Source: an optimization exercise on an open RTL-to-GDS flow (aim: small area, a short achievable clock period and few clock cycles). Production flows keep margins and buffers that such runs may drop.
RTL that was checked went through simulation tests only; none was proved equivalent to the original.
No activity file was given, so power comes from the tool's default toggle rates.

== north ==
## dot_core
module dot_core (
    input  wire        clk,
    input  wire        rst,           
    input  wire        op_valid,
    output wire        op_ready,
    input  wire [4:0]  op,
    input  wire [7:0]  arg_x,         
    input  wire [7:0]  arg_y,         
    input  wire        arg_state,
    input  wire [7:0]  arg_width,
    input  wire [7:0]  arg_height,
    input  wire [7:0]  arg_rows,      
    input  wire [7:0]  arg_addr,
    input  wire [7:0]  arg_data,
    input  wire [15:0] arg_level,     
    input  wire [7:0]  arg_button,
    input  wire [15:0] arg_fps,
    output wire        done,
    output reg         refused,
    output wire [31:0] result,
    output wire [7:0]  spr_addr,
    input  wire [7:0]  spr_data,
    input  wire        in_left,
    input  wire        in_right,
    input  wire [31:0] now_ms,
    output reg         din,
    output reg         sclk,
    output reg         cs_n
);
For scale: ~190 I/O pins, roughly 17000 µm² of cells after synthesis.
clock: 30.0 ns
lec_check: 0
abc_area: 1
cap_margin: 20
core_margin: 2
core_utilization: 60
cts_buf_list: sky130_fd_sc_hd__clkbuf_16
cts_cluster_diameter: 80
cts_cluster_size: 30
place_density: 0.75
slew_margin: 60
standard.sh (not shown) runs the stock make flow with config.mk's settings and CLKGATE_MAP_FILE= SYNTH_SCRIPT=/design/flow/synth_recipe.tcl, a recipe that flattens the netlist after the stock synthesis.
==> flow/flow/run.sh <==
#!/bin/bash
# The standard layout, with a plain buffer cell on every input and output
# port in place of the delay cell that buffer_ports picks by default.
set -euo pipefail
export BUFFER_PORTS_ARGS="-buffer_cell sky130_fd_sc_hd__buf_1"
bash standard.sh > standard.log 2>&1
Testbench counts of north, summed over its fixed seeds: cycles 109,762.
## Diff of input files: south against north
-- flow/design.v --
<<< north, line 124
    reg rdy, stall, done_r;
    reg rdy_n;
    reg fire_o;
    wire fire_q_w;
    assign op_ready = rdy | fire_o;
    assign done     = done_r | fire_o;
>>> south, line 124
    reg rdy, stall, done_r;
    reg rdy_n;
    wire fire_q_w;
    wire fire_o;
    assign op_ready = rdy | fire_o;
    assign done     = done_r | fire_o;
<<< north, line 295
    reg        wf_div;        
    reg        wf_wait;       
    reg        fire_q;        
    assign fire_q_w = fire_q;
    wire [10:0] div_r = res_lo[10:0];
>>> south, line 295
    reg        wf_div;        
    reg        wf_wait;       
    reg        wf_arm, win_a_q, win_b_q;
    wire       fire_q = wf_arm && !win_a_q && !win_b_q;
    reg        wf_arm_o, win_a_o, win_b_o;
    assign     fire_o = wf_arm_o && !win_a_o && !win_b_o;
    assign fire_q_w = fire_q;
    wire [10:0] div_r = res_lo[10:0];
<<< north, line 351
    wire        ge_ll  = ge10(now_ms[9:0], last_frame_ts[9:0]);
    wire        lt_tl  = !ge10(now_ms[9:0], tl_sum[9:0]);
    wire        in_win = win_cross ? ((eq_a & ge_ll) | (eq_b & lt_tl)) : (eq_a & ge_ll & lt_tl);
    wire        frame_due = !in_win;
    wire        wf_fire = wf_wait && !fire_q && frame_due;
    wire [31:0] fc_inc = inc32(frame_counter, fire_q);
    wire       fb_wdata = pend_clear ? fill_val : (pend_set ? state_q : 1'b1);
>>> south, line 354
    wire        ge_ll  = ge10(now_ms[9:0], last_frame_ts[9:0]);
    wire        lt_tl  = !ge10(now_ms[9:0], tl_sum[9:0]);
    wire        win_a  = eq_a & ge_ll & (win_cross | lt_tl);
    wire        win_b  = win_cross & eq_b & lt_tl;
    wire [31:0] fc_inc = inc32(frame_counter, fire_q);
    wire       fb_wdata = pend_clear ? fill_val : (pend_set ? state_q : 1'b1);
<<< north, line 480
            end
        end
        fire_q <= wf_fire;
        fire_o <= wf_wait && !fire_o && frame_due;
        if (wf_wait && !fire_q) res_lo <= now_ms[31:16];
        if (fire_q) last_frame_ts <= {res_lo, b_q, a_q};
>>> south, line 482
            end
        end
        wf_arm  <= wf_wait && !fire_q;
        win_a_q <= win_a;
        win_b_q <= win_b;
        wf_arm_o <= wf_wait && !fire_o;
        win_a_o  <= wf_wait && win_a;
        win_b_o  <= wf_wait && win_b;
        if (wf_wait && !fire_q) res_lo <= now_ms[31:16];
        if (fire_q) last_frame_ts <= {res_lo, b_q, a_q};
<<< north, line 504
            wf_div         <= 1'b0;
            wf_wait        <= 1'b0;
            fire_q         <= 1'b0;
            fire_o         <= 1'b0;
            din            <= 1'b0;
            sclk           <= 1'b1;
>>> south, line 510
            wf_div         <= 1'b0;
            wf_wait        <= 1'b0;
            wf_arm         <= 1'b0;
            wf_arm_o       <= 1'b0;
            din            <= 1'b0;
            sclk           <= 1'b1;
Results
A capturing element of the worst setup path of op_ready is what south shows, while fire_o belongs to north.
north -> south: vertical die dimension increased slightly
Wire length: south higher than north
Compared with north, routed via count in south increased by a few percent.
south vs north: clock network fraction of design power up in south
Number of placed instances, taps included in south is about 3.3% higher than in north
north → south: non-clock buffer count went up by 5; worst setup slack went down by 63 ps; number of global-route vias before repair went up by 6.4%; fmax went down by 0.82%.
Per the comparison of south with north, worst hold slack flat, number of buffer and inverter stages on the critical path stayed essentially flat, number of I/O pins has remained practically unchanged, post-route standard cell area excluding fillers now sits higher, proportion of synthesized chip area in sequential cells decreased by 0.41 points relative to the old numbers.
For south, only the layout was checked, not whether the RTL still works.

-- static timing again, ports no longer ideal --
Ports are ideal in the flow. The routed layouts listed here were re-timed in OpenROAD.
Step 1, drivers: a clkbuf_16 drives clk and a buf_2 each remaining input, both assumed.
Step 2 moves the port delays by t, midway between the first and last clock arrival at a register: inputs arrive t later, outputs are due t later. That takes back most of the time a late clock gives input paths.
Three values: ideal, step 1, step 2; two values: the first two.
run	t, ns	setup slack, ns	worst register clock-pin slew, ns
north	0.565	22.450 / 22.487 / 21.922	0.12 / 0.12
south	0.562	22.388 / 22.333 / 22.058	0.12 / 0.12
After both steps setup and hold are still met in every run listed. For north, which loses most, drivers alone change the setup slack by +0.037 ns; drivers and shift together by -0.528 ns.
